This is an optimization exercise on Yosys and OpenROAD, whose aim is small area, a short achievable clock period and few clock cycles per item, not a production implementation.
Where RTL was checked, it was by simulation tests only, not by an equivalence proof against the original.
No activity file was given, so power comes from the tool's default toggle rates.

==> inputs of run H <==
Design wib_transpose8, start of the top module:
module wib_transpose8 (
    input  wire        clk,
    input  wire        rst,         
    input  wire        in_valid,
    output wire        in_ready,
    input  wire [63:0] in_data,
    output wire        out_valid,
    input  wire        out_ready,
    output wire [63:0] out_data,
    output wire        out_last     
);
Settings: LEC_CHECK=0, CAP_MARGIN=20, CORE_MARGIN=2, CORE_UTILIZATION=55, PLACE_DENSITY=0.65, SLEW_MARGIN=20; clock period 8.5 ns.
standard.sh (not shown) runs the stock make flow with config.mk's settings and CLKGATE_MAP_FILE= SYNTH_SCRIPT=/design/flow/synth_recipe.tcl, a recipe that flattens the netlist after the stock synthesis.
==> flow/flow/run.sh <==
#!/bin/bash
# Standard ORFS layout with two changes: port buffers use buf_2 instead of the
# default pick, and clock-tree sinks are clustered into larger groups.
set -euo pipefail
export BUFFER_PORTS_ARGS="-buffer_cell sky130_fd_sc_hd__buf_2"
export CTS_ARGS="-sink_clustering_enable -repair_clock_nets -sink_clustering_size 20 -sink_clustering_max_diameter 45 -sink_buffer_max_cap_derate 1.0 -root_buf sky130_fd_sc_hd__clkbuf_16 -tree_buf sky130_fd_sc_hd__clkbuf_16 -buf_list {sky130_fd_sc_hd__clkbuf_8 sky130_fd_sc_hd__clkbuf_16}"
export SETUP_SLACK_MARGIN=5.6
bash standard.sh > standard.log 2>&1
==> inputs of run M, as changes to run H <==
--- a/flow/design.v
+++ b/flow/design.v
@@ -80,17 +80,17 @@
     input  wire        in_valid,
     output wire        in_ready,
     input  wire [63:0] in_data,
     output wire        out_valid,
     input  wire        out_ready,
     output wire [63:0] out_data,
     output wire        out_last     
 );
-    localparam LAT = 224;             
+    localparam LAT = 225;             
     localparam WIN = 336;             
     function is_adc(input [4:0] w);
         is_adc = (w >= 5'd4 && w <= 5'd15) || (w >= 5'd18);
     endfunction
     function tt_sel(input [7:0] lt, input integer i, input integer j);
         tt_sel = lt[i] & ~lt[j];
     endfunction
     function tau_bit(input [7:0] lt, input integer i);
@@ -151,16 +151,17 @@
     wire       go_n        = ~in_win & cond_n;
     wire [9-1:0] hold_n = in_win ? hold - 1'b1 : ((cond_n | idle_n) ? 0 : WIN);
     wire       pop_n       = go_n & real_eff_n & np_n;
     wire       room_1      = pop_n | ~fq_n[4];            
     wire       room_2      = pop_n ? ~fq_n[4] : ~fq_n[3];  
     wire       rdy_if_idle  = ~adc_cur | room_1;
     wire       rdy_if_valid = in_ready_r ? (~adc_nxt | (adc_cur ? room_2 : room_1))
                                          : rdy_if_idle;
+    wire       go_nx  = ~rst & go_n;
     wire [7:0] tau1   = tau + 8'd1;
     wire [7:0] tau2   = tau + 8'd2;
     wire [7:0] tau_n  = rst ? 8'd0 : (go ? tau1 : tau);
     reg  [47:0] resid;
     wire [63:0] head = ifq[ifq_rp];
     reg  [47:0] vin;
     always @(*) begin
         case (tau[1:0])
@@ -174,74 +175,84 @@
         if (pop) begin
             case (tau[1:0])
                 2'd0:    resid <= {32'd0, head[63:48]};
                 2'd1:    resid <= {16'd0, head[63:32]};
                 default: resid <= head[63:16];
             endcase
         end
     end
-    reg t0_o, t0_x;
+    reg t0_o, t0_x, t0_d;
     wire t0_on = rst ? tt_sel(8'd0 - 8'd0, 6, 3) : (go ? t0_x : t0_o);
-    reg t1_o, t1_x;
+    reg t1_o, t1_x, t1_d;
     wire t1_on = rst ? tt_sel(8'd0 - 8'd56, 3, 1) : (go ? t1_x : t1_o);
-    reg t2_o, t2_x;
+    reg t2_o, t2_x, t2_d;
     wire t2_on = rst ? tt_sel(8'd0 - 8'd62, 7, 4) : (go ? t2_x : t2_o);
-    reg t3_o, t3_x;
-    wire t3_on = rst ? tt_sel(8'd0 - 8'd174, 4, 3) : (go ? t3_x : t3_o);
-    reg t4_o, t4_x;
-    wire t4_on = rst ? tt_sel(8'd0 - 8'd182, 3, 2) : (go ? t4_x : t4_o);
-    reg t6_o, t6_x;
+    reg t4_o, t4_x, t4_d;
+    wire t4_on = rst ? tt_sel(8'd0 - 8'd175, 4, 3) : (go ? t4_x : t4_o);
+    reg t5_o, t5_x, t5_d;
+    wire t5_on = rst ? tt_sel(8'd0 - 8'd183, 3, 2) : (go ? t5_x : t5_o);
+    reg t6_o, t6_x, t6_d;
     wire t6_on = rst ? tt_sel(8'd0 - 8'd187, 5, 3) : (go ? t6_x : t6_o);
-    reg t7_o, t7_x;
+    reg t7_o, t7_x, t7_d;
     wire t7_on = rst ? tt_sel(8'd0 - 8'd211, 3, 0) : (go ? t7_x : t7_o);
-    reg u8_o, u8_x;
     reg u9_o, u9_x;
-    reg t10_o, t10_x;
-    wire t10_on = rst ? tt_sel(8'd0 - 8'd221, 2, 1) : (go ? t10_x : t10_o);
-    reg t11_o, t11_x;
-    wire t11_on = rst ? tt_sel(8'd0 - 8'd223, 1, 0) : (go ? t11_x : t11_o);
+    reg u10_o, u10_x;
+    reg t11_o, t11_x, t11_d;
+    wire t11_on = rst ? tt_sel(8'd0 - 8'd222, 2, 1) : (go ? t11_x : t11_o);
+    reg t12_o, t12_x, t12_d;
+    wire t12_on = rst ? tt_sel(8'd0 - 8'd224, 1, 0) : (go ? t12_x : t12_o);
     always @(posedge clk) begin
         t0_o <= t0_on;
         t0_x <= rst ? tt_sel(8'd1 - 8'd0, 6, 3) : (go ? tt_sel(tau2 - 8'd0, 6, 3) : t0_x);
+        t0_d <= t0_on | ~go_nx;
         t1_o <= t1_on;
         t1_x <= rst ? tt_sel(8'd1 - 8'd56, 3, 1) : (go ? tt_sel(tau2 - 8'd56, 3, 1) : t1_x);
+        t1_d <= t1_on | ~go_nx;
         t2_o <= t2_on;
         t2_x <= rst ? tt_sel(8'd1 - 8'd62, 7, 4) : (go ? tt_sel(tau2 - 8'd62, 7, 4) : t2_x);
-        t3_o <= t3_on;
-        t3_x <= rst ? tt_sel(8'd1 - 8'd174, 4, 3) : (go ? tt_sel(tau2 - 8'd174, 4, 3) : t3_x);
+        t2_d <= t2_on | ~go_nx;
         t4_o <= t4_on;
-        t4_x <= rst ? tt_sel(8'd1 - 8'd182, 3, 2) : (go ? tt_sel(tau2 - 8'd182, 3, 2) : t4_x);
+        t4_x <= rst ? tt_sel(8'd1 - 8'd175, 4, 3) : (go ? tt_sel(tau2 - 8'd175, 4, 3) : t4_x);
+        t4_d <= t4_on | ~go_nx;
+        t5_o <= t5_on;
+        t5_x <= rst ? tt_sel(8'd1 - 8'd183, 3, 2) : (go ? tt_sel(tau2 - 8'd183, 3, 2) : t5_x);
+        t5_d <= t5_on | ~go_nx;
         t6_o <= t6_on;
         t6_x <= rst ? tt_sel(8'd1 - 8'd187, 5, 3) : (go ? tt_sel(tau2 - 8'd187, 5, 3) : t6_x);
+        t6_d <= t6_on | ~go_nx;
         t7_o <= t7_on;
         t7_x <= rst ? tt_sel(8'd1 - 8'd211, 3, 0) : (go ? tt_sel(tau2 - 8'd211, 3, 0) : t7_x);
-        u8_o <= rst ? tau_bit(8'd0 - 8'd218, 1) : (go ? u8_x : u8_o);
-        u8_x <= rst ? tau_bit(8'd1 - 8'd218, 1) : (go ? tau_bit(tau2 - 8'd218, 1) : u8_x);
-        u9_o <= rst ? tau_bit(8'd0 - 8'd220, 0) : (go ? u9_x : u9_o);
-        u9_x <= rst ? tau_bit(8'd1 - 8'd220, 0) : (go ? tau_bit(tau2 - 8'd220, 0) : u9_x);
-        t10_o <= t10_on;
-        t10_x <= rst ? tt_sel(8'd1 - 8'd221, 2, 1) : (go ? tt_sel(tau2 - 8'd221, 2, 1) : t10_x);
+        t7_d <= t7_on | ~go_nx;
+        u9_o <= rst ? tau_bit(8'd0 - 8'd219, 1) : (go ? u9_x : u9_o);
+        u9_x <= rst ? tau_bit(8'd1 - 8'd219, 1) : (go ? tau_bit(tau2 - 8'd219, 1) : u9_x);
+        u10_o <= rst ? tau_bit(8'd0 - 8'd221, 0) : (go ? u10_x : u10_o);
+        u10_x <= rst ? tau_bit(8'd1 - 8'd221, 0) : (go ? tau_bit(tau2 - 8'd221, 0) : u10_x);
         t11_o <= t11_on;
-        t11_x <= rst ? tt_sel(8'd1 - 8'd223, 1, 0) : (go ? tt_sel(tau2 - 8'd223, 1, 0) : t11_x);
+        t11_x <= rst ? tt_sel(8'd1 - 8'd222, 2, 1) : (go ? tt_sel(tau2 - 8'd222, 2, 1) : t11_x);
+        t11_d <= t11_on | ~go_nx;
+        t12_o <= t12_on;
+        t12_x <= rst ? tt_sel(8'd1 - 8'd224, 1, 0) : (go ? tt_sel(tau2 - 8'd224, 1, 0) : t12_x);
+        t12_d <= t12_on | ~go_nx;
     end
-    wire [47:0] s [0:12];
+    wire [47:0] s [0:13];
     assign s[0] = vin;
-    wt8_tt #(.L(56)) t0 (.clk(clk), .osel(t0_o), .dsel(t0_o | ~go), .x(s[0]), .y(s[1]));
-    wt8_tt #(.L(6)) t1 (.clk(clk), .osel(t1_o), .dsel(t1_o | ~go), .x(s[1]), .y(s[2]));
-    wt8_tt #(.L(112)) t2 (.clk(clk), .osel(t2_o), .dsel(t2_o | ~go), .x(s[2]), .y(s[3]));
-    wt8_tt #(.L(8)) t3 (.clk(clk), .osel(t3_o), .dsel(t3_o | ~go), .x(s[3]), .y(s[4]));
-    wt8_tt #(.L(4)) t4 (.clk(clk), .osel(t4_o), .dsel(t4_o | ~go), .x(s[4]), .y(s[5]));
-    wt8_pr p5 (.clk(clk), .go(go), .x(s[5]), .y(s[6]));
-    wt8_tt #(.L(24)) t6 (.clk(clk), .osel(t6_o), .dsel(t6_o | ~go), .x(s[6]), .y(s[7]));
-    wt8_tt #(.L(7)) t7 (.clk(clk), .osel(t7_o), .dsel(t7_o | ~go), .x(s[7]), .y(s[8]));
-    wt8_st #(.B(1), .I(1)) u8 (.clk(clk), .go(go), .xs(u8_o), .x(s[8]), .y(s[9]));
-    wt8_st #(.B(0), .I(0)) u9 (.clk(clk), .go(go), .xs(u9_o), .x(s[9]), .y(s[10]));
-    wt8_tt #(.L(2)) t10 (.clk(clk), .osel(t10_o), .dsel(t10_o | ~go), .x(s[10]), .y(s[11]));
-    wt8_tt #(.L(1)) t11 (.clk(clk), .osel(t11_o), .dsel(t11_o | ~go), .x(s[11]), .y(s[12]));
+    wt8_tt #(.L(56)) t0 (.clk(clk), .osel(t0_o), .dsel(t0_d), .x(s[0]), .y(s[1]));
+    wt8_tt #(.L(6)) t1 (.clk(clk), .osel(t1_o), .dsel(t1_d), .x(s[1]), .y(s[2]));
+    wt8_tt #(.L(112)) t2 (.clk(clk), .osel(t2_o), .dsel(t2_d), .x(s[2]), .y(s[3]));
+    wt8_pr p3 (.clk(clk), .go(go), .x(s[3]), .y(s[4]));
+    wt8_tt #(.L(8)) t4 (.clk(clk), .osel(t4_o), .dsel(t4_d), .x(s[4]), .y(s[5]));
+    wt8_tt #(.L(4)) t5 (.clk(clk), .osel(t5_o), .dsel(t5_d), .x(s[5]), .y(s[6]));
+    wt8_tt #(.L(24)) t6 (.clk(clk), .osel(t6_o), .dsel(t6_d), .x(s[6]), .y(s[7]));
+    wt8_tt #(.L(7)) t7 (.clk(clk), .osel(t7_o), .dsel(t7_d), .x(s[7]), .y(s[8]));
+    wt8_pr p8 (.clk(clk), .go(go), .x(s[8]), .y(s[9]));
+    wt8_st #(.B(1), .I(1)) u9 (.clk(clk), .go(go), .xs(u9_o), .x(s[9]), .y(s[10]));
+    wt8_st #(.B(0), .I(0)) u10 (.clk(clk), .go(go), .xs(u10_o), .x(s[10]), .y(s[11]));
+    wt8_tt #(.L(2)) t11 (.clk(clk), .osel(t11_o), .dsel(t11_d), .x(s[11]), .y(s[12]));
+    wt8_tt #(.L(1)) t12 (.clk(clk), .osel(t12_o), .dsel(t12_d), .x(s[12]), .y(s[13]));
     wire [7:0] oslot = tau - LAT;
     always @(posedge clk) begin
         ireg <= in_data;
         if (push) ifq[ifq_wp] <= ireg;
     end
     always @(posedge clk) begin
         if (rst) begin
             wcnt       <= 5'd0;
@@ -279,17 +290,17 @@
             ob         <= ob_n;
         end
         lat_c  <= rst ? 1'b0 : (go ? lat_x : lat_c);
         lat_x  <= rst ? 1'b0 : (go ? ((tau2 >= LAT) && (tau1 != 8'd255)) : lat_x);
         np_c   <= rst ? 1'b1 : (go ? np_x : np_c);
         np_x   <= rst ? 1'b1 : (go ? (tau2[1:0] != 2'd3) : np_x);
         last_c <= rst ? 1'b0 : (go ? (tau1 == 8'd255) : last_c);
     end
-    wire [48:0] oword = {oslot == 8'd255, s[12]};
+    wire [48:0] oword = {oslot == 8'd255, s[13]};
     wire ow0 = opush & (ob[1] ? (ob[2] ? 1'b0 : opop) : 1'b1);
     wire ow1 = opush & (ob[2] ? (ob[3] ? 1'b0 : opop) : (ob[1] & ~opop));
     wire ow2 = opush & ob[2] & ~opop;
     wire        hchg     = ow0 | opop;
     wire [48:0] head_new = ow0 ? oword : ob1;
     always @(posedge clk) begin
         if (ow0)       ob0 <= oword;
         else if (opop) ob0 <= ob1;
==> flow/flow/run.sh (replaced) <==
#!/bin/bash
# Standard ORFS layout with two changes: port buffers use buf_2 instead of the
# default pick, and clock-tree sinks are clustered into larger groups.
set -euo pipefail
export BUFFER_PORTS_ARGS="-buffer_cell sky130_fd_sc_hd__buf_2"
export CTS_ARGS="-sink_clustering_enable -repair_clock_nets -sink_clustering_size 20 -sink_clustering_max_diameter 45 -sink_buffer_max_cap_derate 1.0 -buf_list {sky130_fd_sc_hd__clkbuf_8 sky130_fd_sc_hd__clkbuf_16}"
bash standard.sh > standard.log 2>&1
SETUP_SLACK_MARGIN = 5   (was default)
==> inputs of run K, as changes to run H <==
--- a/flow/design.v
+++ b/flow/design.v
@@ -115,42 +115,42 @@
     reg        started;                   
     reg        real_cur, real_prev;       
     reg        go;                        
     reg  [9-1:0] hold;                 
     reg        in_win;                    
     reg        lat_c, lat_x;              
     reg        np_c, np_x;                
     reg        last_c;                    
-    reg  [3:1]  ob;                       
-    reg  [48:0] ob0, ob1, ob2;            
+    reg  [2:1]  ob;                       
+    reg  [48:0] ob0, ob1;                 
     reg  [48:0] outr;                     
     wire fifo_ne  = fq[1];
     wire real_eff = started ? real_cur : fifo_ne;
     wire out_real = lat_c ? real_eff : real_prev;
     wire pop      = go & real_eff & np_c;
     wire opush    = go & out_real;
     wire opop     = ob[1] & out_ready;
     wire       wrap        = go & last_c;
     wire       started_n   = go ? ~last_c : started;
     wire       real_cur_n  = (go & ~last_c) ? real_eff : real_cur;
     wire       real_prev_n = wrap ? real_eff : real_prev;
     wire       f_up        = push & ~pop;
     wire       f_dn        = pop & ~push;
     wire [4:1] fq_n        = f_up ? {fq[3:1], 1'b1} : (f_dn ? {1'b0, fq[4:2]} : fq);
     wire       o_up        = opush & ~opop;
     wire       o_dn        = opop & ~opush;
-    wire [3:1] ob_n        = o_up ? {ob[2:1], 1'b1} : (o_dn ? {1'b0, ob[3:2]} : ob);
+    wire [2:1] ob_n        = o_up ? {ob[1], 1'b1} : (o_dn ? {1'b0, ob[2]} : ob);
     wire       lat_n       = go ? lat_x : lat_c;
     wire       np_n        = go ? np_x : np_c;
     wire       fifo_ne_n   = fq_n[1];
     wire       real_eff_n  = started_n ? real_cur_n : fifo_ne_n;
     wire       idle_n      = ~started_n & ~fifo_ne_n & ~real_prev_n;
     wire       out_real_n  = lat_n ? real_eff_n : real_prev_n;
-    wire       ob_room_p   = ~ob[3] & ~(ob[2] & opush);
+    wire       ob_room_p   = ~ob[1] | out_ready | (~ob[2] & ~opush);   
     wire       cond_n      = ~idle_n & (~real_eff_n | ~np_n | fifo_ne_n)
                                      & (~out_real_n | ob_room_p);
     wire       go_n        = ~in_win & cond_n;
     wire [9-1:0] hold_n = in_win ? hold - 1'b1 : ((cond_n | idle_n) ? 0 : WIN);
     wire       pop_n       = go_n & real_eff_n & np_n;
     wire       room_1      = pop_n | ~fq_n[4];            
     wire       room_2      = pop_n ? ~fq_n[4] : ~fq_n[3];  
     wire       rdy_if_idle  = ~adc_cur | room_1;
@@ -254,17 +254,17 @@
             fq         <= 4'd0;
             tau        <= 8'd0;
             started    <= 1'b0;
             real_cur   <= 1'b0;
             real_prev  <= 1'b0;
             go         <= 1'b0;
             hold       <= 0;
             in_win     <= 1'b0;
-            ob         <= 3'd0;
+            ob         <= 2'd0;
         end else begin
             wcnt       <= wcnt_n;
             adc_cur    <= adc_n;
             if (in_fire) adc_nxt <= is_adc(wcnt_n1);
             in_ready_r <= in_valid ? rdy_if_valid : rdy_if_idle;
             ireg_v     <= take;
             if (push) ifq_wp <= ifq_wp + 2'd1;
             if (pop)  ifq_rp <= ifq_rp + 2'd1;
@@ -280,25 +280,22 @@
         end
         lat_c  <= rst ? 1'b0 : (go ? lat_x : lat_c);
         lat_x  <= rst ? 1'b0 : (go ? ((tau2 >= LAT) && (tau1 != 8'd255)) : lat_x);
         np_c   <= rst ? 1'b1 : (go ? np_x : np_c);
         np_x   <= rst ? 1'b1 : (go ? (tau2[1:0] != 2'd3) : np_x);
         last_c <= rst ? 1'b0 : (go ? (tau1 == 8'd255) : last_c);
     end
     wire [48:0] oword = {oslot == 8'd255, s[12]};
-    wire ow0 = opush & (ob[1] ? (ob[2] ? 1'b0 : opop) : 1'b1);
-    wire ow1 = opush & (ob[2] ? (ob[3] ? 1'b0 : opop) : (ob[1] & ~opop));
-    wire ow2 = opush & ob[2] & ~opop;
+    wire ow0 = opush & (~ob[1] | (~ob[2] & opop));
+    wire ow1 = opush & (ob[2] ? opop : (ob[1] & ~opop));
     wire        hchg     = ow0 | opop;
     wire [48:0] head_new = ow0 ? oword : ob1;
     always @(posedge clk) begin
         if (ow0)       ob0 <= oword;
         else if (opop) ob0 <= ob1;
         outr <= hchg ? head_new : ob0;
         if (ow1)       ob1 <= oword;
-        else if (opop) ob1 <= ob2;
-        if (ow2)       ob2 <= oword;
     end
     assign out_valid = ob[1];
     assign out_last  = outr[48];
     assign out_data  = {4'h0, outr[47:36], 4'h0, outr[35:24], 4'h0, outr[23:12], 4'h0, outr[11:0]};
 endmodule
==> run summary <==
- WHS Endpoint: t3.d[51]
- Core ar.: between 400000 and 500000 um^2
- CTS clk-pin slew, worst paths: between 100 and 150 ps
- Synth top area cells: dfxtp_1 86%, edfxtp_1 7.1%, o21ai_0 0.92%, mux2_2 0.79%, mux2i_1 0.66%
- Outcome: finished clean
- Crit Path Class: reg2out
- Mux cell area share after synthesis: 2.032%
- Reg2Reg Launch Point: tau[1]
- Worst R2R End: p5.r[0]
- Seq/total area: 84.64%
[end of results for run H]
==> run summary <==
- CTS clk-pin slew, worst paths: 100 ps
- Crit Path Class: reg2out
- Outcome: finished clean
- Seq/total area: approximately 85%
- WHS Endpoint: t0.d[2298]
- Worst R2R End: p5.r[21]
- Mux cell area share after synthesis: 2.033%
- Clock Latency Late Sink: about 1100 ps
- Core ar.: about 450000 um^2
- Sw Share: 21.34%
- Die H: 678.5 um
- Final Cell Area: between 200000 and 300000 um^2
- Synth top area cells: dfxtp_1 86%, edfxtp_1 6.6%, o21ai_0 0.83%, mux2_2 0.80%, mux2i_1 0.66%
- Reg2Reg Launch Point: tau[0]
[end of results for run K]
==> run summary <==
- Worst R2R End: p3.r[17]
- WHS Endpoint: t2.d[1923]
- Seq/total area: between 80% and 90%
- Outcome: finished clean
- Most frequent cells in the layout: 10760 x dfxtp_1, 720 x clkbuf_8, 643 x edfxtp_1
- Reg2Reg Launch Point: tau[0]
- CTS clk-pin slew, worst paths: ~100 ps
- Buf+Inv Stages, Crit Path: 3
- Synth top area cells: dfxtp_1 85%, edfxtp_1 7.6%, mux2_2 1.7%, mux2i_1 1.1%, mux4_2 0.57%
- Largest net degree at the start of global routing: 87
- Overall Power: between 0.08 and 0.09 W
- Mux cell area share after synthesis: between 3 and 4%
[end of results for run M]
Testbench counts of run M, summed over its fixed seeds: cycles 18,240, blocks 64.
Testbench counts of run K, summed over its fixed seeds: cycles 18,232, blocks 64.
Function not checked in run H: the RTL went through the layout flow alone.

==> port drivers added, routing unchanged <==
In the flow no input, the clock included, has a driving cell. The finished layouts below were timed again as built, in two steps. Step 1 (the two cells are an assumption about what drives the block):
set clk [get_ports {clk}]
set_driving_cell -lib_cell sky130_fd_sc_hd__clkbuf_16 $clk
set_driving_cell -lib_cell sky130_fd_sc_hd__buf_2 [delete_from_list [all_inputs] $clk]
Step 2, shift: input delay + t, output delay - t, t = (earliest + latest rising clock arrival at the registers) / 2. This alone moves slack from input paths to output paths. Slacks: ideal ports / drivers / drivers and shift; pairs: ideal ports / drivers.
run	t, ns	slack for setup (ns)	worst setup path after step 2	worst register clock-pin slew, ns	cell pins on the clock port's net
run H	1.139	5.298 / 5.190 / 4.750	input to register	0.12 / 0.12	1
run M	1.245	4.996 / 4.996 / 4.395	input to register	0.12 / 0.12	1
run K	1.121	5.258 / 5.149 / 4.956	input to register	0.12 / 0.12	1
After both steps every run listed still meets setup and hold. The setup slack of run M, which loses most, moves by 0.000 ns with the drivers and by -0.601 ns with both steps.
